Context: an optimization exercise on an open-source flow, tuned for a short achievable clock period and few clock cycles. The choices shown serve that exercise and are no tape-out recipe.
The RTL was checked by simulation tests, not by an equivalence proof against the original design.

--- design/flow/design.v ---
module sicxe_core (
    input  wire        clk,
    input  wire        rst,           
    input  wire [15:0] entry_pc,      
    output wire        mem_valid,
    output wire        mem_we,
    output wire [15:0] mem_addr,
    output wire [7:0]  mem_wdata,
    input  wire        mem_ready,
    input  wire [7:0]  mem_rdata,
    output wire        dev_valid,
    output wire [1:0]  dev_op,        
    output wire [7:0]  dev_id,
    output wire [7:0]  dev_wdata,
    input  wire        dev_ready,
    input  wire        dev_flag,      
    input  wire [7:0]  dev_rdata,
    output wire        halted,
    output wire        faulted,
    output wire [2:0]  fault_code,
    output wire [1:0]  cc,
    input  wire [3:0]  dbg_sel,
    output reg  [31:0] dbg_data
);
    localparam CL2 = 5;               
    localparam NC  = 1 << CL2;
    localparam TW  = 16 - CL2;        
    localparam [5:0] PF_AHEAD = 6'd8;
    localparam DL2 = 5;               
    localparam ND  = 1 << DL2;
    localparam TD  = 16 - DL2;
    localparam [1:0] CC_LT = 2'd0, CC_EQ = 2'd1, CC_GT = 2'd2;
    localparam [2:0] F_INVOP = 3'd1, F_MEM = 3'd2, F_REG = 3'd3,
                     F_DEV   = 3'd4, F_UNDEF = 3'd5;
    localparam [5:0] OP_LDA  = 6'h00, OP_STA  = 6'h03, OP_STX  = 6'h04,
                     OP_STL  = 6'h05, OP_COMP = 6'h0A, OP_JEQ  = 6'h0C,
                     OP_JLT  = 6'h0E, OP_J    = 6'h0F, OP_JSUB = 6'h12,
                     OP_RSUB = 6'h13, OP_LDCH = 6'h14, OP_STCH = 6'h15,
                     OP_LDT  = 6'h1D, OP_COMPR= 6'h28, OP_CLEAR= 6'h2D,
                     OP_TIXR = 6'h2E, OP_RD   = 6'h36, OP_WD   = 6'h37,
                     OP_TD   = 6'h38;
    localparam [1:0] P_EXE = 2'd0, P_IND = 2'd1, P_ACC = 2'd2, P_DEV = 2'd3;
    reg [23:0] r_a, r_t;
    reg [31:0] r_x;
    reg [16:0] r_l;
    reg [31:0] r_pc;          
    reg [1:0]  r_cc;
    reg        r_halt, r_flt;
    reg [2:0]  r_fault;
    wire       run = ~r_halt & ~r_flt;
    function [1:0] cmp32(input [31:0] a, input [31:0] b);
        if ($signed(a) < $signed(b))
            cmp32 = CC_LT;
        else if (a == b)
            cmp32 = CC_EQ;
        else
            cmp32 = CC_GT;
    endfunction
    function [1:0] cmp8(input [7:0] a, input [7:0] b);
        if (a < b)
            cmp8 = CC_LT;
        else if (a == b)
            cmp8 = CC_EQ;
        else
            cmp8 = CC_GT;
    endfunction
    function legal_op(input [5:0] o);
        case (o)
            OP_LDA, OP_STA, OP_STX, OP_STL, OP_COMP, OP_JEQ, OP_JLT, OP_J,
            OP_JSUB, OP_RSUB, OP_LDCH, OP_STCH, OP_LDT, OP_COMPR, OP_CLEAR,
            OP_TIXR, OP_RD, OP_WD, OP_TD: legal_op = 1'b1;
            default: legal_op = 1'b0;
        endcase
    endfunction
    reg [NC-1:0]    c_v;
    reg [TW-1:0]    c_tag [0:NC-1];
    reg [7:0]       c_d   [0:NC-1];
    reg [ND-1:0]    dc_v;
    reg [TD-1:0]    dc_tag [0:ND-1];
    reg [7:0]       dc_d   [0:ND-1];
    reg [31:0] qa;
    reg [31:0] qp2, qp3, qp4;    
    reg [2:0]  qs0, qs1, qs2, qs3;   
    reg [3:0]  qv;
    reg [7:0]  ring [0:7];
    reg [15:0] fla;
    reg [15:0] pf;
    reg [5:0]  po;
    reg        pf_busy;       
    reg [15:0] pfb_addr;
    reg        pfb_match;     
    reg        e_valid;
    reg [1:0]  e_phase;
    reg [1:0]  e_cnt;
    reg [31:0] e_pc;
    reg [16:0] e_next;
    reg [31:0] e_ta;          
    reg [15:0] eaddr;         
    reg [2:0]  e_fault;       
    reg        e_pred;        
    reg [3:0]  e_r1, e_r2;
    reg [15:0] e_opv;         
    reg [1:0]  e_cmp;         
    reg [7:0]  e_id;          
    reg e_lda, e_ldt, e_ldch, e_comp, e_sta, e_stl, e_stx, e_stch;
    reg e_jeq, e_jlt, e_j, e_jsub, e_rsub, e_td, e_rd, e_wd;
    reg e_compr, e_clear, e_tixr, e_imm, e_wx;
    wire e_word  = e_lda | e_ldt | e_comp | e_sta | e_stl | e_stx;
    wire e_store = e_sta | e_stl | e_stx | e_stch;
    wire e_dev   = e_td | e_rd | e_wd;
    wire e_jump  = e_j | e_jsub | e_jeq | e_jlt;
    wire e_last  = e_word ? (e_cnt == 2'd2) : 1'b1;
    wire e_hi0    = (e_ta[31:16] == 16'd0);
    wire e_wok    = e_hi0 & (e_ta[15:1] != 15'h7FFF);
    wire e_ok     = (e_word | (e_phase == P_IND)) ? e_wok : e_hi0;
    wire [15:0] ea1 = eaddr + 16'd1;
    wire [15:0] ea2 = eaddr + 16'd2;
    wire dh0 = dc_v[eaddr[DL2-1:0]] && (dc_tag[eaddr[DL2-1:0]] == eaddr[15:DL2]);
    wire dh1 = dc_v[ea1[DL2-1:0]]   && (dc_tag[ea1[DL2-1:0]]   == ea1[15:DL2]);
    wire dh2 = dc_v[ea2[DL2-1:0]]   && (dc_tag[ea2[DL2-1:0]]   == ea2[15:DL2]);
    wire [7:0] dd0 = dc_d[eaddr[DL2-1:0]];
    wire [7:0] dd1 = dc_d[ea1[DL2-1:0]];
    wire [7:0] dd2 = dc_d[ea2[DL2-1:0]];
    wire e_rdp  = (e_phase == P_IND) | ((e_phase == P_ACC) & ~e_store);
    wire e_wrd  = (e_phase == P_IND) | e_word;
    wire e_dhit = run & e_valid & e_ok & e_rdp & (e_cnt == 2'd0) & dh0 & (~e_wrd | (dh1 & dh2));
    wire e_bus = run & e_valid & ((e_phase == P_IND) | (e_phase == P_ACC)) & e_ok & ~e_dhit;
    wire        pf_want  = run & (qa[31:16] == 16'd0) & ~po[5] & (po < PF_AHEAD);
    wire        pf_issue = ~pf_busy & ~e_bus & pf_want;
    wire        pf_req   = pf_busy | pf_issue;
    wire [15:0] pc_addr  = pf_busy ? pfb_addr : pf;
    wire        pf_done  = pf_req & mem_ready;
    wire        e_gnt    = e_bus & ~pf_busy;
    wire        e_xfer   = e_gnt & mem_ready;
    reg [23:0] sdata;
    always @(*) begin
        if (e_stl)      sdata = {7'd0, r_l};
        else if (e_stx) sdata = r_x[23:0];
        else            sdata = r_a;
    end
    wire [7:0] wbyte = e_stch ? r_a[7:0] :
                       (e_cnt == 2'd0) ? sdata[23:16] :
                       (e_cnt == 2'd1) ? sdata[15:8] : sdata[7:0];
    assign mem_valid = pf_req | e_bus;
    assign mem_we    = e_gnt & e_store & (e_phase == P_ACC);
    assign mem_addr  = pf_busy ? pfb_addr : (e_bus ? eaddr : pf);
    assign mem_wdata = wbyte;
    wire st_xfer = e_xfer & e_store & (e_phase == P_ACC);
    assign dev_valid = run & e_valid & (e_phase == P_DEV);
    assign dev_op    = e_td ? 2'd0 : e_rd ? 2'd1 : 2'd2;
    assign dev_id    = e_id;
    assign dev_wdata = r_a[7:0];
    assign halted     = r_halt;
    assign faulted    = r_flt;
    assign fault_code = r_fault;
    assign cc         = r_cc;
    always @(*) begin
        case (dbg_sel)
            4'd0: dbg_data = {8'd0, r_a};
            4'd1: dbg_data = r_x;
            4'd2: dbg_data = {15'd0, r_l};
            4'd5: dbg_data = {8'd0, r_t};
            4'd7: dbg_data = r_pc;
            default: dbg_data = 32'd0;
        endcase
    end
    wire [TW-1:0] fla_hi  = fla[15:CL2];
    wire [TW-1:0] fla_hi1 = fla[15:CL2] + 1'b1;
    reg  [3:0]    f_hit;
    reg  [7:0]    f_byte [0:3];
    reg  [CL2:0]  f_i;
    integer       k;
    always @(*) begin
        for (k = 0; k < 4; k = k + 1) begin
            f_i       = {1'b0, fla[CL2-1:0]} + k[CL2:0];
            f_hit[k]  = c_v[f_i[CL2-1:0]] &&
                        (c_tag[f_i[CL2-1:0]] == (f_i[CL2] ? fla_hi1 : fla_hi));
            f_byte[k] = c_d[f_i[CL2-1:0]];
        end
        if (pf_done && po == 6'd0 && (!pf_busy || pfb_match)) begin
            f_hit[0]  = 1'b1;
            f_byte[0] = mem_rdata;
        end
    end
    reg [2:0] nfill;
    always @(*) begin
        if (!f_hit[0] || qv > 4'd7)                    nfill = 3'd0;
        else if (!f_hit[1] || qv > 4'd6)               nfill = 3'd1;
        else if (!f_hit[2] || qv > 4'd5)               nfill = 3'd2;
        else if (!f_hit[3] || qv > 4'd4)               nfill = 3'd3;
        else                                           nfill = 3'd4;
    end
    wire [7:0] b0 = ring[qs0];
    wire [7:0] b1 = ring[qs1];
    wire [7:0] b2 = ring[qs2];
    wire [7:0] b3 = ring[qs3];
    wire [5:0] op   = b0[7:2];
    wire       f_n  = b0[1];
    wire       f_i0 = b0[0];
    wire       f_x  = b1[7];
    wire       f_bp = b1[6] | b1[5];
    wire       f_e  = b1[4];
    wire [3:0] r1   = b1[7:4];
    wire [3:0] r2   = b1[3:0];
    wire d_lda  = op == OP_LDA,  d_ldt  = op == OP_LDT,  d_ldch = op == OP_LDCH;
    wire d_comp = op == OP_COMP, d_sta  = op == OP_STA,  d_stl  = op == OP_STL;
    wire d_stx  = op == OP_STX,  d_stch = op == OP_STCH, d_jeq  = op == OP_JEQ;
    wire d_jlt  = op == OP_JLT,  d_j    = op == OP_J,    d_jsub = op == OP_JSUB;
    wire d_rsub = op == OP_RSUB, d_td   = op == OP_TD,   d_rd   = op == OP_RD;
    wire d_wd   = op == OP_WD,   d_compr= op == OP_COMPR, d_clear = op == OP_CLEAR;
    wire d_tixr = op == OP_TIXR;
    wire d_fmt2 = d_compr | d_clear | d_tixr;
    wire d_legal = legal_op(op);
    wire d_imm  = ~f_n & f_i0;
    wire d_ind  = f_n & ~f_i0;
    wire d_needs_addr = d_sta | d_stl | d_stx | d_stch | d_j | d_jeq | d_jlt |
                        d_jsub | d_td | d_rd | d_wd;
    wire d_jump = d_j | d_jsub | d_jeq | d_jlt;
    wire d_uses_x = ~d_fmt2 & ~d_rsub & ~d_imm & f_x;
    reg        h_done;        
    reg [2:0]  h_fault;
    reg [2:0]  h_len;
    always @(*) begin
        h_done  = 1'b0;
        h_fault = 3'd0;
        h_len   = d_fmt2 ? 3'd2 : (f_e ? 3'd4 : 3'd3);
        if (qa[31:16] != 16'd0) begin
            h_done = 1'b1; h_fault = F_MEM;
        end else if (qv == 4'd0) begin
            h_done = 1'b0;
        end else if (!d_legal) begin
            h_done = 1'b1; h_fault = F_INVOP;
        end else if (qa[15:0] == 16'hFFFF) begin
            h_done = 1'b1; h_fault = F_MEM;
        end else if (qv == 4'd1) begin
            h_done = 1'b0;
        end else if (d_fmt2) begin
            h_done = 1'b1;
        end else if (qa[15:0] > (f_e ? 16'hFFFB : 16'hFFFC)) begin
            h_done = 1'b1; h_fault = F_MEM;
        end else begin
            h_done = (qv >= {1'b0, h_len});
        end
        if (h_fault != 3'd0) h_len = 3'd0;
    end
    reg [2:0] d_fault;
    always @(*) begin
        d_fault = h_fault;
        if (d_fault == 3'd0) begin
            if (d_fmt2) begin
                if (r1 > 4'd8 || (d_compr && r2 > 4'd8)) d_fault = F_REG;
            end else if (!d_rsub && d_imm && d_needs_addr) begin
                d_fault = F_UNDEF;
            end
        end
    end
    wire [31:0] d_next  = (h_len == 3'd2) ? qp2 : (h_len == 3'd3) ? qp3 :
                          (h_len == 3'd4) ? qp4 : qa;
    wire [11:0] raw12   = {b1[3:0], b2};
    wire [19:0] raw20   = {b1[3:0], b2, b3};
    wire [31:0] d_raw   = f_e ? {12'd0, raw20} : {20'd0, raw12};
    wire        d_neg   = ~f_e & f_bp & raw12[11] & (raw12[10:0] != 11'd0);
    wire [31:0] d_off   = d_neg ? {20'hFFFFF, raw12} : d_raw;
    wire [31:0] d_ba    = f_bp ? d_next : 32'd0;
    wire [31:0] d_bx    = f_x ? r_x : 32'd0;
    wire [31:0] d_bs    = d_ba ^ d_off ^ d_bx;
    wire [31:0] d_bc    = (d_ba & d_off) | (d_ba & d_bx) | (d_off & d_bx);
    wire [31:0] d_base  = d_bs + {d_bc[30:0], 1'b0};
    wire d_pred = ~d_imm & ~d_ind &
                  (d_j | d_jsub | (d_jlt & (f_bp ? d_neg : (d_raw[15:0] < qa[15:0]))));
    wire [31:0] x_inc = r_x + 32'd1;
    function [31:0] reg_read(input [3:0] idx);
        case (idx)
            4'd0: reg_read = {8'd0, r_a};
            4'd1: reg_read = r_x;
            4'd2: reg_read = {15'd0, r_l};
            4'd5: reg_read = {8'd0, r_t};
            4'd7: reg_read = e_pc;
            default: reg_read = 32'd0;
        endcase
    endfunction
    wire [23:0] ptr   = e_dhit ? (e_wrd ? {dd0, dd1, dd2} : {16'd0, dd0}) : {e_opv, mem_rdata};
    wire [7:0]  rbyte = e_dhit ? dd0 : mem_rdata;
    wire [7:0]  a_byte = (e_cnt == 2'd0) ? r_a[23:16] : (e_cnt == 2'd1) ? r_a[15:8] : r_a[7:0];
    wire [1:0]  cmp_now = e_dhit ? cmp32({8'd0, r_a}, {8'd0, ptr}) :
                          (e_cmp == CC_EQ) ? cmp8(a_byte, mem_rdata) : e_cmp;
    wire        e_fin   = e_dhit | (e_xfer & ((e_phase == P_IND) ? (e_cnt == 2'd2) : e_last));
    wire        cond_ok = e_j | e_jsub | (e_jeq & (r_cc == CC_EQ)) | (e_jlt & (r_cc == CC_LT));
    reg        x_done;
    reg        x_ind_end;
    reg        x_redir;       
    reg [31:0] x_tgt;
    reg        x_halt;
    reg        x_flt;
    reg [2:0]  x_code;
    always @(*) begin
        x_done = 1'b0; x_ind_end = 1'b0; x_redir = 1'b0; x_tgt = e_ta;
        x_halt = 1'b0; x_flt = 1'b0; x_code = e_fault;
        if (run && e_valid) begin
            case (e_phase)
                P_EXE: begin
                    x_done = 1'b1;
                    if (e_fault != 3'd0) begin
                        x_flt = 1'b1;
                    end else if (e_jump) begin
                        if (cond_ok && e_ta == 32'd0) x_halt = 1'b1;
                        if (cond_ok != e_pred) begin
                            x_redir = 1'b1;
                            x_tgt   = cond_ok ? e_ta : {15'd0, e_next};
                        end
                    end else if (e_rsub) begin
                        if (r_l == 17'd0) x_halt = 1'b1;
                        x_redir = 1'b1;
                        x_tgt   = {15'd0, r_l};
                    end
                end
                P_IND: begin
                    if (!e_ok) begin
                        x_done = 1'b1; x_flt = 1'b1; x_code = F_MEM;
                    end else if (e_fin && e_jump) begin
                        x_ind_end = 1'b1;
                        if (cond_ok) begin
                            if (ptr == 24'd0) x_halt = 1'b1;
                            x_redir = 1'b1;
                            x_tgt   = {8'd0, ptr};
                        end
                    end
                end
                P_ACC: begin
                    if (!e_ok) begin
                        x_done = 1'b1; x_flt = 1'b1; x_code = F_MEM;
                    end else if ((e_store ? (e_xfer & e_last) : e_fin) && !e_dev) begin
                        x_done = 1'b1;
                    end
                end
                default: begin    
                    if (dev_ready) begin
                        x_done = 1'b1;
                        if (!e_td && dev_flag) begin
                            x_flt = 1'b1; x_code = F_DEV;
                        end
                    end
                end
            endcase
        end
    end
    wire x_hazard = e_valid & e_wx & d_uses_x;
    wire [11:0] qa_blk1 = qa[15:4] + 12'd1;
    wire st_hit   = st_xfer && ((eaddr[15:4] == qa[15:4]) || (eaddr[15:4] == qa_blk1));
    wire e_acc    = ~e_valid | x_done;
    wire d_go     = run & h_done & e_acc & ~x_redir & ~x_hazard & ~st_hit;
    wire        pf_inc  = pf_done & (~pf_busy | pfb_match);
    wire [15:0] fla_1   = fla + 16'd1;
    wire [15:0] fla_2   = fla + 16'd2;
    wire [15:0] fla_3   = fla + 16'd3;
    wire [15:0] fla_4   = fla + 16'd4;
    wire [15:0] fla_n   = (nfill == 3'd0) ? fla : (nfill == 3'd1) ? fla_1 :
                          (nfill == 3'd2) ? fla_2 : (nfill == 3'd3) ? fla_3 : fla_4;
    wire [31:0] d_next2 = d_next + 32'd2;
    wire [31:0] d_next3 = d_next + 32'd3;
    wire [31:0] d_next4 = d_next + 32'd4;
    wire [31:0] qa_2    = qa + 32'd2;
    wire [31:0] qa_3    = qa + 32'd3;
    wire [31:0] qa_4    = qa + 32'd4;
    wire [2:0]  qs_b    = d_go ? d_next[2:0] : qa[2:0];
    wire [5:0]  po_n    = po + {5'd0, pf_inc} - {3'd0, nfill};
    integer i;
    reg [2:0] slot;
    always @(posedge clk) begin
        if (rst) begin
            r_a <= 24'd0; r_t <= 24'd0; r_x <= 32'd0; r_l <= 17'd0;
            r_pc <= {16'd0, entry_pc};
            r_cc <= CC_EQ;
            r_halt <= 1'b0; r_flt <= 1'b0; r_fault <= 3'd0;
            c_v <= {NC{1'b0}};
            dc_v <= {ND{1'b0}};
            qa <= {16'd0, entry_pc}; qv <= 4'd0; fla <= entry_pc;
            pf <= entry_pc; po <= 6'd0; pf_busy <= 1'b0; pfb_addr <= 16'd0;
            pfb_match <= 1'b0;
            e_valid <= 1'b0; e_phase <= P_EXE; e_cnt <= 2'd0;
        end else begin
            if (pf_done) begin
                c_v[pc_addr[CL2-1:0]]   <= 1'b1;
                c_tag[pc_addr[CL2-1:0]] <= pc_addr[15:CL2];
                c_d[pc_addr[CL2-1:0]]   <= mem_rdata;
            end
            if (st_xfer && c_v[eaddr[CL2-1:0]] && c_tag[eaddr[CL2-1:0]] == eaddr[15:CL2])
                c_d[eaddr[CL2-1:0]] <= wbyte;
            if (e_xfer) begin
                dc_v[eaddr[DL2-1:0]]   <= 1'b1;
                dc_tag[eaddr[DL2-1:0]] <= eaddr[15:DL2];
                dc_d[eaddr[DL2-1:0]]   <= st_xfer ? wbyte : mem_rdata;
            end
            if (pf_issue && !mem_ready) begin
                pf_busy   <= 1'b1;
                pfb_addr  <= pf;
                pfb_match <= 1'b1;
            end else if (pf_busy && mem_ready) begin
                pf_busy <= 1'b0;
            end
            if (run && e_valid) begin
                case (e_phase)
                    P_EXE: begin
                        if (e_fault == 3'd0) begin
                            if (e_imm) begin
                                if (e_lda)  r_a <= e_ta[23:0];
                                if (e_ldt)  r_t <= e_ta[23:0];
                                if (e_ldch) r_a[7:0] <= e_ta[7:0];
                                if (e_comp) r_cc <= cmp32({8'd0, r_a}, e_ta);
                            end
                            if (e_compr) r_cc <= cmp32(reg_read(e_r1), reg_read(e_r2));
                            if (e_tixr) begin
                                r_x  <= x_inc;
                                r_cc <= cmp32(x_inc, (e_r1 == 4'd1) ? x_inc : reg_read(e_r1));
                            end
                            if (e_clear) begin
                                case (e_r1)
                                    4'd0: r_a <= 24'd0;
                                    4'd1: r_x <= 32'd0;
                                    4'd2: r_l <= 17'd0;
                                    4'd5: r_t <= 24'd0;
                                    default: ;
                                endcase
                            end
                            if (e_jsub) r_l <= e_next;
                        end
                    end
                    P_IND: begin
                        if (e_xfer) begin
                            e_opv <= {e_opv[7:0], mem_rdata};
                            eaddr <= eaddr + 16'd1;
                            e_cnt <= e_cnt + 2'd1;
                        end
                        if (e_fin) begin
                            if (e_jump) begin
                                if (e_jsub) r_l <= e_next;
                                e_valid <= 1'b0;
                            end else begin
                                e_ta    <= {8'd0, ptr};
                                eaddr   <= ptr[15:0];
                                e_phase <= P_ACC;
                                e_cnt   <= 2'd0;
                                e_cmp   <= CC_EQ;
                            end
                        end
                    end
                    P_ACC: begin
                        if (e_xfer) begin
                            e_opv <= {e_opv[7:0], mem_rdata};
                            e_cmp <= cmp_now;
                            eaddr <= eaddr + 16'd1;
                            e_cnt <= e_cnt + 2'd1;
                        end
                        if (e_fin && !e_store) begin
                            if (e_dev) begin
                                e_id    <= rbyte;
                                e_phase <= P_DEV;
                            end else begin
                                if (e_lda)  r_a <= ptr;
                                if (e_ldt)  r_t <= ptr;
                                if (e_ldch) r_a[7:0] <= rbyte;
                                if (e_comp) r_cc <= cmp_now;
                            end
                        end
                    end
                    default: begin    
                        if (dev_ready) begin
                            if (e_td) r_cc <= dev_flag ? CC_LT : CC_EQ;
                            else if (e_rd && !dev_flag) r_a[7:0] <= dev_rdata;
                        end
                    end
                endcase
            end
            if (x_halt) begin
                r_halt <= 1'b1;
                r_pc   <= 32'd0;
            end
            if (x_flt) begin
                r_flt   <= 1'b1;
                r_fault <= x_code;
                r_pc    <= e_pc;
            end
            if (x_done) e_valid <= 1'b0;
            if (e_acc) begin
                e_valid <= d_go;
                e_pc    <= qa;
                e_next  <= d_next[16:0];
                e_ta    <= d_imm ? d_raw : d_base;
                eaddr   <= d_base[15:0];
                e_fault <= d_fault;
                e_pred  <= d_pred;
                e_r1    <= r1;
                e_r2    <= r2;
                e_cnt   <= 2'd0;
                e_cmp   <= CC_EQ;
                e_imm   <= d_imm;
                e_wx    <= d_tixr | (d_clear & (r1 == 4'd1));
                e_lda   <= d_lda;  e_ldt  <= d_ldt;  e_ldch <= d_ldch; e_comp <= d_comp;
                e_sta   <= d_sta;  e_stl  <= d_stl;  e_stx  <= d_stx;  e_stch <= d_stch;
                e_jeq   <= d_jeq;  e_jlt  <= d_jlt;  e_j    <= d_j;    e_jsub <= d_jsub;
                e_rsub  <= d_rsub; e_td   <= d_td;   e_rd   <= d_rd;   e_wd   <= d_wd;
                e_compr <= d_compr; e_clear <= d_clear; e_tixr <= d_tixr;
                if (d_fault != 3'd0)
                    e_phase <= P_EXE;
                else if (d_ind && !d_fmt2 && !d_rsub)
                    e_phase <= P_IND;
                else if (!d_imm && !d_fmt2 && !d_jump && !d_rsub)
                    e_phase <= P_ACC;
                else
                    e_phase <= P_EXE;
            end
            qp2 <= d_go ? d_next2 : qa_2;
            qp3 <= d_go ? d_next3 : qa_3;
            qp4 <= d_go ? d_next4 : qa_4;
            qs0 <= qs_b;
            qs1 <= qs_b + 3'd1;
            qs2 <= qs_b + 3'd2;
            qs3 <= qs_b + 3'd3;
            if (x_redir) begin
                pfb_match <= 1'b0;
                qa  <= x_tgt;
                qv  <= 4'd0;
                fla <= x_tgt[15:0];
                pf  <= x_tgt[15:0];
                po  <= 6'd0;
            end else if (st_hit) begin
                qv  <= 4'd0;
                fla <= qa[15:0];
                po  <= po + {2'd0, qv};
            end else if (d_go && d_pred) begin
                pfb_match <= 1'b0;
                qa  <= d_base;
                qv  <= 4'd0;
                fla <= d_base[15:0];
                pf  <= d_base[15:0];
                po  <= 6'd0;
            end else begin
                for (i = 0; i < 8; i = i + 1) begin
                    slot = i[2:0] - fla[2:0];
                    if (slot < nfill)
                        ring[i] <= f_byte[slot[1:0]];
                end
                if (d_go) qa <= d_next;
                qv  <= qv + {1'b0, nfill} - (d_go ? {1'b0, h_len} : 4'd0);
                fla <= fla_n;
                if (po[5]) begin
                    pfb_match <= 1'b0;
                    pf <= fla;
                    po <= 6'd0 - {3'd0, nfill};
                end else begin
                    if (pf_inc) pf <= pf + 16'd1;
                    po <= po_n;
                end
            end
        end
    end
endmodule
--- design/flow/run.sh ---
#!/bin/bash
# synth_recipe.tcl (not shown) runs the flow's synth.tcl, then flattens the netlist and writes it again
# the make line also repeats each setting of config.mk as NAME=value (left out here)
make -C /OpenROAD-flow-scripts/flow DESIGN_CONFIG=/design/flow/config.mk WORK_HOME=/design/flow/orfs CLKGATE_MAP_FILE= SYNTH_SCRIPT=/design/flow/synth_recipe.tcl finish
--- design/flow/config.mk ---
export PLATFORM = sky130hd
export DESIGN_NAME = sicxe_core
export DESIGN_NICKNAME = sicxe_core
export VERILOG_FILES = /design/flow/design.v
export SDC_FILE = /design/flow/constraint.sdc
export NUM_CORES = 4
export LEC_CHECK = 0
export CAP_MARGIN = 20
export CORE_MARGIN = 2
export CORE_UTILIZATION = 30
export PLACE_DENSITY = 0.5
export SETUP_SLACK_MARGIN = 5
export SLEW_MARGIN = 20
--- design/flow/constraint.sdc ---
create_clock -name core_clock -period 12.0 [get_ports {clk}]
set_input_delay 2.4000 -clock core_clock [delete_from_list [all_inputs] [get_ports {clk}]]
set_output_delay 2.4000 -clock core_clock [all_outputs]
set_load 0.01 [all_outputs]
==> metrics.md, run 1 <==
| Metric | Value |
|---|---|
| Status | `finished clean` |
| DRC Markers | `0` |
| Clock transition at the registers of the reported paths | `0.06 ns` |
| Area growth, synth to finish | `20.3%` |
| Max Fclk | `~120 MHz` |
| Synth area leaders | `edfxtp_1 (38%), mux4_2 (25%), dfxtp_1 (3.9%), mux2i_1 (3.2%), nand2_1 (2.6%)` |
| HP Class | `reg2reg` |
| Yosys cell types | `around 130` |
| Synth async-reset ratio | `0%` |
| Die area | `~0.42 mm2` |
| Seq/Total Area, Yosys | `between 40% and 50%` |
| # IOs | `between 100 and 150` |
| NumNets Final | `between 10k and 15k` |
| R2R Path End | `qa[27]` |
| Syn Area/Cell | `13.0 um2` |
| Synthesized area | `approximately 0.12 mm2` |
| RSZ-0062 raised after global routing | `true` |
| Placed Area | `between 0.1 and 0.15 mm2` |
| Hold Crit Start | `e_opv[6]` |
| Cts hold-fix bufs | `0` |
| Most common cell after layout, fill and taps aside | `edfxtp_1` |
| Worst hold stages | `0` |
| Initial DRC count | `approximately 15k` |
| Fin crit share | `66.9%` |
| Worst-margin pin slew | `between 1 and 1.5 ns` |
| Final Hold Vio Count | `0` |
| Post-layout min period | `8.02 ns` |
| Post-Synthesis Cells | `between 9k and 10k` |
| Synth warnings | `3` |
| H-tree levels | `4` |
| Ys flop type | `edfxtp_1` |
| Port Buf Inserts | `between 100 and 150` |
| CTS max path bufs | `4` |
| Number of synthesized flops with an enable pin | `between 1.5k and 2k` |
| Fin Hold WS | `0.447 ns` |
| Setup_tns | `0 ns` |
| Final Setup Violations | `0` |
| Worst relative slew slack | `around 15%` |
| Final instance area | `0.150 mm2` |
| Die height | `approximately 650 um` |
| Clk_skew | `between 0.1 and 0.15 ns` |
| Insertion delay to the later sink of the worst-skew pair | `1.00 ns` |
| Number of global-route vias before repair | `between 90k and 100k` |
| Post-route ant nets | `0` |
| WL per Instance | `about 37 um` |
| Vias | `about 100k` |
| CTS Buf Count | `between 200 and 250` |
| Row count | `236` |
| Sink Count | `~1.8k` |
| CTS tree | `yes` |
| Reg2reg path depth | `34` |
| Hpwl dp | `between 300000 and 400000 um` |
| CP Class | `reg2out` |
| CTS Root Cell | `clkbuf_16` |
| Synthesized Nets | `between 9k and 10k` |
| DP Worst Slack | `2.21 ns` |
| Critical path fanouts, max | `20` |
| CP Launch Type | `register` |
| Crit end category | `output port` |
| Worst reg2reg startpoint | `qa[14]` |
| Most frequent cells in the layout | `edfxtp_1 (1598), mux4_2 (1413), nand2_1 (829)` |
| Reg-to-reg slack, setup | `4.38 ns` |
| Max Cap Viol | `0` |
| CP required | `9.60 ns` |
| Core area | `slightly above 0.4 mm2` |
| Global router's overall resource usage | `about a quarter` |
| Starting density of the core | `between 30% and 40%` |
| Die Wd | `649 um` |
| Layout cells sized above 1 | `about 33%` |
| Gpl congestion | `slightly below 1` |
| Grt ovf | `0` |
| First-pass GRT wire length | `a little under 800000 um` |
| Pin count of the biggest net entering global routing | `around 150` |
| Worst Hold Path EP | `e_opv[14]` |
| Flops & latches, synth | `between 1.5k and 2k` |
| Critical path arrival | `around 5.6 ns` |
| Slew Limit Fails | `0` |
| Final WS setup | `3.98 ns` |
| Synth top area share | `38.4%` |
| Final WL | `about 580000 um` |
| TritonRoute pass-1 iters | `12` |
| Initial antenna violation count | `39` |
| Largest area contributor in the netlist | `edfxtp_1` |
| Via density | `6.36` |
-- sequential cells by signal (all words and copies together) (netlist names), 32 cells and up, named ones only --
name    cells
c_d       256
c_tag     352
c_v        32
dc_d      256
dc_tag    352
dc_v       32
e_pc       32
e_ta       32
qa         32
r_pc       32
r_x        32
ring       64
-- worst max-delay path by stage --
stage,from,end,slack [ns],cells past startpoint
final,eaddr[0],mem_addr[1],3.98,20
after global routing,eaddr[0],mem_addr[15],3.84,21
after CTS,eaddr[0],mem_addr[5],3.90,18
after detailed placement,eaddr[0],qp2[29],2.21,26
after global placement,eaddr[1],qp2[19],2.22,23
after floorplan,eaddr[0],mem_addr[13],4.56,25
-- layer usage --
metal	global-route usage (%)	part of all wire, %
met4	15.7	7.3
met5	0	0.030
met1	34.0	37
met3	6.61	11
met2	40.2	44
-- Yosys cell counts (all sizes together), types with 109 or more instances --
cell type and n:
edfxtp 1598, ha 253, buf 347, nand3 178
mux2i 399, clkbuf 435, mux4 1420, a21oi 457
nand2 866, o21ai 355, a222oi 109, xor2 136
nor2 673, mux2 124, nor3 127, a22oi 112
dfxtp 243, nand4 146, xnor2 246, inv 232
-- critical path, cell delays in order (launching register included) --
cell	delay, ns
edfxtp_1	0.41
clkbuf_16	0.20
buf_4	0.15
buf_12	0.14
buf_4	0.20
a21bo_2	0.30
nand2_8	0.21
buf_12	0.26
mux2i_1	0.13
mux4_2	0.61
xnor2_2	0.22
nor4_4	0.34
nand4_4	0.19
a21oi_4	0.18
buf_6	0.17
nand2b_4	0.17
buf_12	0.16
nor2_4	0.04
a21oi_2	0.14
o21ai_4	0.11
buf_6	0.17
-- cell type report --
type                       count  area (um2)
antenna                       35        87.6
clock buffer                 266        5710
clock inverter               137        1660
fill                       39450      264000
inverter                     239         981
multi-input combinational   6763       71700
sequential                  1841       52900
tap                         5474        6850
timing repair buffer         967       10400
-- metrics by stage --
step | std cells | utilization (%)
after global routing | 15689 | 36.3
final | 15722 | 36.3
after detailed placement | 14819 | 32.3
after floorplan | 9621 | -
after CTS | 15509 | 35.5
after global placement | 14815 | 32.3
-- cell families (layout without fill, tap and decap cells) --
logic type	Yosys count	after routing	synth area share (%)
simple gates	2475	2479	9.31
mux	1943	1943	29.9
flops	1841	1841	42.3
compound gates	1668	1668	9.02
buf+inv	1021	1609	3.57
xor+xnor	383	383	2.71
fa+ha+maj	290	290	3.13
other cells	0	35	0
-- what timing repair did --
item | CTS | global route
gates resized for setup | 591 | 353
pin swaps | 164 | 162
endpoints found under the setup margin | 2458 | 712
cloned | 32 | 11
setup buffers | 255 | 164
Testbench counts, summed over its fixed seeds: cycles 186,079.
==> run 2, diff against run 1 <==
--- a/design/flow/design.v
+++ b/design/flow/design.v
@@ -75,12 +75,21 @@
     reg [NC-1:0]    c_v;
     reg [TW-1:0]    c_tag [0:NC-1];
     reg [7:0]       c_d   [0:NC-1];
+    localparam NB = 2;
+    reg [NB-1:0] bt_v;
+    reg [15:0]   bt_pc  [0:NB-1];
+    reg [15:0]   bt_pm2 [0:NB-1];    
+    reg [31:0]   bt_tgt [0:NB-1];
+    reg          bt_rr;
+    reg          jt_hit;      
+    reg          jf_hit;      
+    reg [31:0]   jt;          
     reg [ND-1:0]    dc_v;
     reg [TD-1:0]    dc_tag [0:ND-1];
     reg [7:0]       dc_d   [0:ND-1];
     reg [31:0] qa;
-    reg [31:0] qp2, qp3, qp4;    
-    reg [2:0]  qs0, qs1, qs2, qs3;   
+    reg [31:0] qp2, qp3, qp4, qp5, qp6;   
+    reg [2:0]  qs0, qs1, qs2, qs3, qs4, qs5;   
     reg [3:0]  qv;
     reg [7:0]  ring [0:7];
     reg [15:0] fla;
@@ -105,6 +114,9 @@
     reg e_lda, e_ldt, e_ldch, e_comp, e_sta, e_stl, e_stx, e_stch;
     reg e_jeq, e_jlt, e_j, e_jsub, e_rsub, e_td, e_rd, e_wd;
     reg e_compr, e_clear, e_tixr, e_imm, e_wx;
+    reg e_fj;                 
+    reg        e_bused;       
+    reg [31:0] e_btgt;
     wire e_word  = e_lda | e_ldt | e_comp | e_sta | e_stl | e_stx;
     wire e_store = e_sta | e_stl | e_stx | e_stch;
     wire e_dev   = e_td | e_rd | e_wd;
@@ -123,8 +135,8 @@
     wire [7:0] dd2 = dc_d[ea2[DL2-1:0]];
     wire e_rdp  = (e_phase == P_IND) | ((e_phase == P_ACC) & ~e_store);
     wire e_wrd  = (e_phase == P_IND) | e_word;
-    wire e_dhit = run & e_valid & e_ok & e_rdp & (e_cnt == 2'd0) & dh0 & (~e_wrd | (dh1 & dh2));
-    wire e_bus = run & e_valid & ((e_phase == P_IND) | (e_phase == P_ACC)) & e_ok & ~e_dhit;
+    wire e_dhit = e_xfer & e_rdp & (e_cnt == 2'd0) & dh0 & (~e_wrd | (dh1 & dh2));
+    wire e_bus = run & e_valid & ((e_phase == P_IND) | (e_phase == P_ACC)) & e_ok;
     wire        pf_want  = run & (qa[31:16] == 16'd0) & ~po[5] & (po < PF_AHEAD);
     wire        pf_issue = ~pf_busy & ~e_bus & pf_want;
     wire        pf_req   = pf_busy | pf_issue;
@@ -194,6 +206,8 @@
     wire [7:0] b1 = ring[qs1];
     wire [7:0] b2 = ring[qs2];
     wire [7:0] b3 = ring[qs3];
+    wire [7:0] b4 = ring[qs4];
+    wire [7:0] b5 = ring[qs5];
     wire [5:0] op   = b0[7:2];
     wire       f_n  = b0[1];
     wire       f_i0 = b0[0];
@@ -286,6 +300,8 @@
                           (e_cmp == CC_EQ) ? cmp8(a_byte, mem_rdata) : e_cmp;
     wire        e_fin   = e_dhit | (e_xfer & ((e_phase == P_IND) ? (e_cnt == 2'd2) : e_last));
     wire        cond_ok = e_j | e_jsub | (e_jeq & (r_cc == CC_EQ)) | (e_jlt & (r_cc == CC_LT));
+    wire [1:0]  tix_cc  = cmp32(x_inc, (e_r1 == 4'd1) ? x_inc : reg_read(e_r1));
+    wire        fj_go   = (tix_cc == CC_LT);     
     reg        x_done;
     reg        x_ind_end;
     reg        x_redir;       
@@ -302,11 +318,23 @@
                     x_done = 1'b1;
                     if (e_fault != 3'd0) begin
                         x_flt = 1'b1;
+                    end else if (e_fj) begin
+                        if (fj_go && e_ta == 32'd0) x_halt = 1'b1;
+                        if (!fj_go) begin
+                            x_redir = 1'b1;
+                            x_tgt   = {15'd0, e_next};
+                        end else if (e_ta != e_btgt) begin
+                            x_redir = 1'b1;
+                            x_tgt   = e_ta;
+                        end
                     end else if (e_jump) begin
                         if (cond_ok && e_ta == 32'd0) x_halt = 1'b1;
                         if (cond_ok != e_pred) begin
                             x_redir = 1'b1;
                             x_tgt   = cond_ok ? e_ta : {15'd0, e_next};
+                        end else if (cond_ok && e_bused && e_ta != e_btgt) begin
+                            x_redir = 1'b1;
+                            x_tgt   = e_ta;
                         end
                     end else if (e_rsub) begin
                         if (r_l == 17'd0) x_halt = 1'b1;
@@ -359,10 +387,75 @@
     wire [31:0] d_next2 = d_next + 32'd2;
     wire [31:0] d_next3 = d_next + 32'd3;
     wire [31:0] d_next4 = d_next + 32'd4;
+    wire [31:0] d_next5 = d_next + 32'd5;
+    wire [31:0] d_next6 = d_next + 32'd6;
+    wire [31:0] qa_5    = qa + 32'd5;
+    wire [31:0] qa_6    = qa + 32'd6;
     wire [31:0] qa_2    = qa + 32'd2;
     wire [31:0] qa_3    = qa + 32'd3;
     wire [31:0] qa_4    = qa + 32'd4;
     wire [2:0]  qs_b    = d_go ? d_next[2:0] : qa[2:0];
+    reg          bm_n, bm_q, fm_n, fm_q;
+    reg [31:0]   bt_n, bt_q;
+    reg          bw;          
+    integer      b;
+    always @(*) begin
+        bm_n = 1'b0; bm_q = 1'b0; bt_n = bt_tgt[0]; bt_q = bt_tgt[0]; bw = bt_rr;
+        fm_n = 1'b0; fm_q = 1'b0;
+        for (b = 0; b < NB; b = b + 1) begin
+            if (bt_v[b] && bt_pc[b] == d_next[15:0] && d_next[31:16] == 16'd0) begin
+                bm_n = 1'b1; bt_n = bt_tgt[b];
+            end
+            if (bt_v[b] && bt_pm2[b] == d_next[15:0] && d_next[31:16] == 16'd0) begin
+                fm_n = 1'b1; if (!bm_n) bt_n = bt_tgt[b];
+            end
+            if (bt_v[b] && bt_pm2[b] == qa[15:0] && qa[31:16] == 16'd0) begin
+                fm_q = 1'b1; if (!bm_q) bt_q = bt_tgt[b];
+            end
+            if (bt_v[b] && bt_pc[b] == qa[15:0] && qa[31:16] == 16'd0) begin
+                bm_q = 1'b1; bt_q = bt_tgt[b]; bw = b[0];
+            end
+        end
+    end
+    wire [TW-1:0] jt_hi  = jt[15:CL2];
+    wire [TW-1:0] jt_hi1 = jt[15:CL2] + 1'b1;
+    reg  [3:0]    t_hit;
+    reg  [7:0]    t_byte [0:3];
+    reg  [CL2:0]  t_i;
+    always @(*) begin
+        for (k = 0; k < 4; k = k + 1) begin
+            t_i       = {1'b0, jt[CL2-1:0]} + k[CL2:0];
+            t_hit[k]  = c_v[t_i[CL2-1:0]] &&
+                        (c_tag[t_i[CL2-1:0]] == (t_i[CL2] ? jt_hi1 : jt_hi));
+            t_byte[k] = c_d[t_i[CL2-1:0]];
+        end
+    end
+    wire [2:0]  ntf  = !t_hit[0] ? 3'd0 : !t_hit[1] ? 3'd1 : !t_hit[2] ? 3'd2 :
+                       !t_hit[3] ? 3'd3 : 3'd4;
+    wire [31:0] jt_1 = jt + 32'd1;
+    wire [31:0] jt_2 = jt + 32'd2;
+    wire [31:0] jt_3 = jt + 32'd3;
+    wire [31:0] jt_4 = jt + 32'd4;
+    wire [31:0] jt_5 = jt + 32'd5;
+    wire [31:0] jt_6 = jt + 32'd6;
+    wire [15:0] jt_n = (ntf == 3'd0) ? jt[15:0] : (ntf == 3'd1) ? jt_1[15:0] :
+                       (ntf == 3'd2) ? jt_2[15:0] : (ntf == 3'd3) ? jt_3[15:0] : jt_4[15:0];
+    wire d_btok   = d_pred & ~f_x & (qa[31:16] == 16'd0);
+    wire        j_e    = b3[4];
+    wire        j_bp   = b3[6] | b3[5];
+    wire [11:0] j_r12  = {b3[3:0], b4};
+    wire [31:0] j_raw  = j_e ? {12'd0, b3[3:0], b4, b5} : {20'd0, j_r12};
+    wire        j_neg  = ~j_e & j_bp & j_r12[11] & (j_r12[10:0] != 11'd0);
+    wire [31:0] j_next = j_e ? qp6 : qp5;
+    wire [31:0] j_tgt  = j_bp ? j_next + (j_neg ? {20'hFFFFF, j_r12} : j_raw) : j_raw;
+    wire        fuse   = jf_hit & d_tixr & (h_fault == 3'd0) & (r1 <= 4'd8) &
+                         (b2[7:2] == OP_JLT) & (b2[1] == b2[0]) & ~b3[7] &
+                         (j_bp ? j_neg : (j_raw[15:0] < qa[15:0])) &
+                         (qv >= (j_e ? 4'd6 : 4'd5)) & (qa[15:4] != 12'hFFF) &
+                         (jt[31:16] == 16'd0) & ~st_jt;
+    wire [12:0] jt_blk1 = jt[15:3] + 13'd1;
+    wire st_jt    = st_xfer & ((eaddr[15:3] == jt[15:3]) | (eaddr[15:3] == jt_blk1));
+    wire btb_use  = d_go & (fuse | (jt_hit & d_btok)) & (jt[31:16] == 16'd0) & ~st_jt;
     wire [5:0]  po_n    = po + {5'd0, pf_inc} - {3'd0, nfill};
     integer i;
     reg [2:0] slot;
@@ -373,6 +466,7 @@
             r_cc <= CC_EQ;
             r_halt <= 1'b0; r_flt <= 1'b0; r_fault <= 3'd0;
             c_v <= {NC{1'b0}};
+            bt_v <= {NB{1'b0}}; bt_rr <= 1'b0; jt_hit <= 1'b0; jf_hit <= 1'b0;
             dc_v <= {ND{1'b0}};
             qa <= {16'd0, entry_pc}; qv <= 4'd0; fla <= entry_pc;
             pf <= entry_pc; po <= 6'd0; pf_busy <= 1'b0; pfb_addr <= 16'd0;
@@ -411,7 +505,7 @@
                             if (e_compr) r_cc <= cmp32(reg_read(e_r1), reg_read(e_r2));
                             if (e_tixr) begin
                                 r_x  <= x_inc;
-                                r_cc <= cmp32(x_inc, (e_r1 == 4'd1) ? x_inc : reg_read(e_r1));
+                                r_cc <= tix_cc;
                             end
                             if (e_clear) begin
                                 case (e_r1)
@@ -484,11 +578,14 @@
             if (e_acc) begin
                 e_valid <= d_go;
                 e_pc    <= qa;
-                e_next  <= d_next[16:0];
-                e_ta    <= d_imm ? d_raw : d_base;
+                e_next  <= fuse ? j_next[16:0] : d_next[16:0];
+                e_ta    <= fuse ? j_tgt : d_imm ? d_raw : d_base;
+                e_fj    <= fuse;
                 eaddr   <= d_base[15:0];
                 e_fault <= d_fault;
                 e_pred  <= d_pred;
+                e_bused <= btb_use;
+                e_btgt  <= jt;
                 e_r1    <= r1;
                 e_r2    <= r2;
                 e_cnt   <= 2'd0;
@@ -509,13 +606,27 @@
                 else
                     e_phase <= P_EXE;
             end
-            qp2 <= d_go ? d_next2 : qa_2;
-            qp3 <= d_go ? d_next3 : qa_3;
-            qp4 <= d_go ? d_next4 : qa_4;
-            qs0 <= qs_b;
-            qs1 <= qs_b + 3'd1;
-            qs2 <= qs_b + 3'd2;
-            qs3 <= qs_b + 3'd3;
+            qp2 <= btb_use ? jt_2 : d_go ? d_next2 : qa_2;
+            qp3 <= btb_use ? jt_3 : d_go ? d_next3 : qa_3;
+            qp4 <= btb_use ? jt_4 : d_go ? d_next4 : qa_4;
+            qp5 <= btb_use ? jt_5 : d_go ? d_next5 : qa_5;
+            qp6 <= btb_use ? jt_6 : d_go ? d_next6 : qa_6;
+            qs0 <= btb_use ? jt[2:0] : qs_b;
+            qs1 <= btb_use ? jt_1[2:0] : qs_b + 3'd1;
+            qs2 <= btb_use ? jt_2[2:0] : qs_b + 3'd2;
+            qs3 <= btb_use ? jt_3[2:0] : qs_b + 3'd3;
+            qs4 <= btb_use ? jt_4[2:0] : qs_b + 3'd4;
+            qs5 <= btb_use ? jt_5[2:0] : qs_b + 3'd5;
+            jt_hit <= (d_go ? bm_n : bm_q) & ~x_redir & ~st_hit & ~(d_go & (d_pred | fuse));
+            jf_hit <= (d_go ? fm_n : fm_q) & ~x_redir & ~st_hit & ~(d_go & (d_pred | fuse));
+            jt     <= d_go ? bt_n : bt_q;
+            if (d_go && d_btok) begin
+                bt_v[bw]   <= 1'b1;
+                bt_pc[bw]  <= qa[15:0];
+                bt_pm2[bw] <= qa[15:0] - 16'd2;
+                bt_tgt[bw] <= d_base;
+                if (!bm_q) bt_rr <= ~bt_rr;
+            end
             if (x_redir) begin
                 pfb_match <= 1'b0;
                 qa  <= x_tgt;
@@ -527,6 +638,18 @@
                 qv  <= 4'd0;
                 fla <= qa[15:0];
                 po  <= po + {2'd0, qv};
+            end else if (btb_use) begin
+                for (i = 0; i < 8; i = i + 1) begin
+                    slot = i[2:0] - jt[2:0];
+                    if (slot < ntf)
+                        ring[i] <= t_byte[slot[1:0]];
+                end
+                pfb_match <= 1'b0;
+                qa  <= jt;
+                qv  <= {1'b0, ntf};
+                fla <= jt_n;
+                pf  <= jt_n;
+                po  <= 6'd0;
             end else if (d_go && d_pred) begin
                 pfb_match <= 1'b0;
                 qa  <= d_base;
==> metrics.md, run 2 <==
| Metric | Value |
|---|---|
| # IOs | `approximately 130` |
| Gpl congestion | `a little under 1` |
| Slew Limit Fails | `0` |
| Hpwl dp | `~530000 um` |
| Seq/Total Area, Yosys | `a little over a third` |
| WL per Instance | `about 39 um` |
| Clock transition at the registers of the reported paths | `approximately 0.070 ns` |
| Initial DRC count | `about 23k` |
| Yosys cell types | `between 100 and 150` |
| CP Buf/Inv Count | `9` |
| Die area | `approximately 0.56 mm2` |
| Most common cell after layout, fill and taps aside | `mux4_2` |
| Row count | `273` |
| Post-Synthesis Cells | `between 10k and 15k` |
| Final Setup Violations | `0` |
| CP Class | `reg2reg` |
| Post-route ant nets | `0` |
| Reg2reg path depth | `38` |
| Synth warnings | `4` |
| Most instantiated library cell after synthesis | `mux4_2` |
| Worst hold stages | `0` |
| Initial antenna violation count | `between 50 and 60` |
| R2R Path End | `e_ta[27]` |
| CP Launch Type | `register` |
| Worst reg2reg startpoint | `qs5[1]` |
| Reg-to-reg slack, setup | `just over 4 ns` |
| Insertion delay to the later sink of the worst-skew pair | `approximately 1.1 ns` |
| Fin crit share | `65.5%` |
| DRC Markers | `0` |
| Commonest cells post-synth | `mux4_2 (2216), edfxtp_1 (1851), nand2_1 (1137), nor2_1 (905), clkbuf_1 (736)` |
| CTS max path bufs | `4` |
| Worst relative slew slack | `12.9%` |
| Status | `finished clean` |
| Critical path fanouts, max | `5` |
| Max Fclk | `between 100 and 150 MHz` |
| Most frequent cells in the layout | `mux4_2 (2216), edfxtp_1 (1851), nand2_1 (1029)` |
| Crit end category | `register` |
| Synth async-reset ratio | `0%` |
| Post-layout min period | `about 8 ns` |
| Final WL | `a little over 800000 um` |
| Synth area leaders | `edfxtp_1 (34%), mux4_2 (30%), dfxtp_1 (3.1%), mux2i_1 (2.8%), xnor2_1 (2.7%)` |
| Pin count of the biggest net entering global routing | `between 100 and 150` |
| Max incr delay on CP | `around 0.55 ns` |
| Syn Area/Cell | `roughly 13 um2` |
| Most used cell, CP | `buf_4` |
| Fin Hold WS | `0.437 ns` |
| Setup_tns | `0 ns` |
| Critical path arrival | `around 8.6 ns` |
| Final WS setup | `around 4.1 ns` |
| Die height | `about 750 um` |
| Ys flop type | `edfxtp_1` |
| RSZ-0062 raised after global routing | `true` |
| Final-layout fill cell count | `approximately 53k` |
| Largest area contributor in the netlist | `edfxtp_1` |
| Die Wd | `about 750 um` |
| Starting density of the core | `between 30 and 40%` |
| Layout cells sized above 1 | `~37%` |
| Number of global-route vias before repair | `around 130k` |
| Cts hold-fix bufs | `0` |
| CP required | `between 10 and 15 ns` |
| First-pass GRT wire length | `1100000 um` |
| DP Worst Slack | `between 2 and 2.5 ns` |
| Synthesized area | `between 0.15 and 0.2 mm2` |
| Final Hold Vio Count | `0` |
| Seq. cell area | `slightly above 0.06 mm2` |
| TritonRoute pass-1 iters | `11` |
| Number of synthesized flops with an enable pin | `~1.9k` |
| Worst-margin pin slew | `about 1.3 ns` |
| H-tree levels | `5` |
| NumNets Final | `approximately 14k` |
| Core area | `approximately 0.55 mm2` |
| Slowest cell on the critical path | `edfxtp_1` |
| Area growth, synth to finish | `21.0%` |
| CTS Buf Count | `between 200 and 300` |
| Synth top area share | `~34%` |
| HP Class | `reg2reg` |
| Multi-input gate area | `around 0.11 mm2` |
| CTS Root Cell | `clkbuf_16` |
| Port Buf Inserts | `roughly 120` |
| Core Util, Final | `36.4%` |
| Global router's overall resource usage | `27.8%` |
| Synthesized Nets | `~14k` |
| Grt ovf | `0` |
| Clk_skew | `0.116 ns` |
| Via density | `between 6 and 7` |
| CTS tree | `yes` |
| Worst Hold Path EP | `e_btgt[29]` |
| Vias | `between 100k and 150k` |
| Sink Count | `roughly 2.1k` |
| Hold Crit Start | `jt[29]` |
| Cell family with most CP delay | `compound AO/OA/AOI/OAI gates` |
| Flops & latches, synth | `~2.1k` |
| Max Cap Viol | `0` |
-- run 2: final cells by class --
cell class,instances,share of cell area (%)
repair inverters,1,0.00436
repair buffers,1324,7.11
diodes,34,0.0424
flip-flops and latches,2104,30.3
clock inverters,148,0.861
multi-input cells,9663,53.1
well taps,7287,4.54
inverters,290,0.595
clock buffers,324,3.49
-- run 2: worst reg2reg max path, delay by kind of cell, from the launching register on --
family | cells | cell delay [ns]
and+or+nand+nor | 8 | 1.08
DFF | 1 | 0.55
muxes | 1 | 0.30
AOI/OAI and AO/OA | 16 | 3.29
adders and majority gates | 3 | 0.88
xor gates and xnor gates | 1 | 0.15
buffers and inverters | 9 | 1.33
-- run 2: logic make-up after synthesis --
kind of cell / after synthesis / synth area share (%)
AND/OR/NAND/NOR: 3245 / 9.10
adder cells (fa/ha/maj): 373 / 2.99
XOR/XNOR: 792 / 4.21
buffers and inverters: 1436 / 3.50
multiplexers: 2885 / 34.3
flip-flops: 2104 / 36.6
AO/OA/AOI/OAI: 2357 / 9.35
-- run 2: worst max-delay path by stage --
stage          startpoint          end  cells after the start
3_5_place_dp       qs5[0]       qa[31]                     33
3_3_place_gp     eaddr[0]      r_cc[0]                     32
6_report           qs5[1]     e_ta[27]                     38
5_1_grt            qs5[1]       qa[31]                     36
4_1_cts            qs5[1]       qa[31]                     36
2_1_floorplan      r_x[6]  bt_pc[0][0]                     32
-- run 2: through the flow --
stage / area, um2 / instances
after detailed placement: 178000 / 19973
after floorplan: 167000 / 13192
after global placement: 178000 / 19970
after CTS: 195000 / 20867
final: 201000 / 21175
after global routing: 201000 / 21146
-- run 2: repair_timing --
item / 4_1_cts / 5_1_grt
resized for setup: 838 / 646
gates cloned: 49 / 35
pin swaps: 249 / 251
setup endpoints to repair: 1039 / 724
buffers inserted: 373 / 236
-- run 2: routing by layer --
metal	up-vias	GRT usage [%]	wire length (um)
met5	-	0.289	626
met4	34	17.4	65600
met1	72102	36.1	298000
met2	11198	40.1	344000
li1	54164	-	-
met3	2483	8.97	109000
Testbench counts of run 2, summed over its fixed seeds: cycles 174,290.

[port drivers added, routing unchanged]
No port has a modelled driver above. Below, the same layouts with a new extraction and two added sets of constraints. Step 1 sets driving cells, clkbuf_16 on the clock port and buf_2 on the other inputs (assumed; they add their load-dependent delay and slew). Step 2 also shifts input and output timing later by t, the mid clock arrival at the registers, as if the neighbouring blocks saw the same clock. Slacks: no drivers / after step 1 / after step 2; pairs: no drivers / after step 1.
run | shift t [ns] | setup WS [ns] | hold WS [ns] | latest minus earliest clock arrival (ns) | pins driven straight from the clock port
run 1 | 1.065 | 3.976 / 3.860 / 3.934 | 0.447 / 0.447 / 0.447 | 0.107 / 0.107 | 1
run 2 | 1.120 | 4.134 / 4.134 / 3.922 | 0.437 / 0.437 / 0.437 | 0.117 / 0.116 | 1
After both steps every run listed still meets setup and hold. For run 2, which loses most, drivers alone change the setup slack by 0.000 ns; drivers and shift together by -0.212 ns.
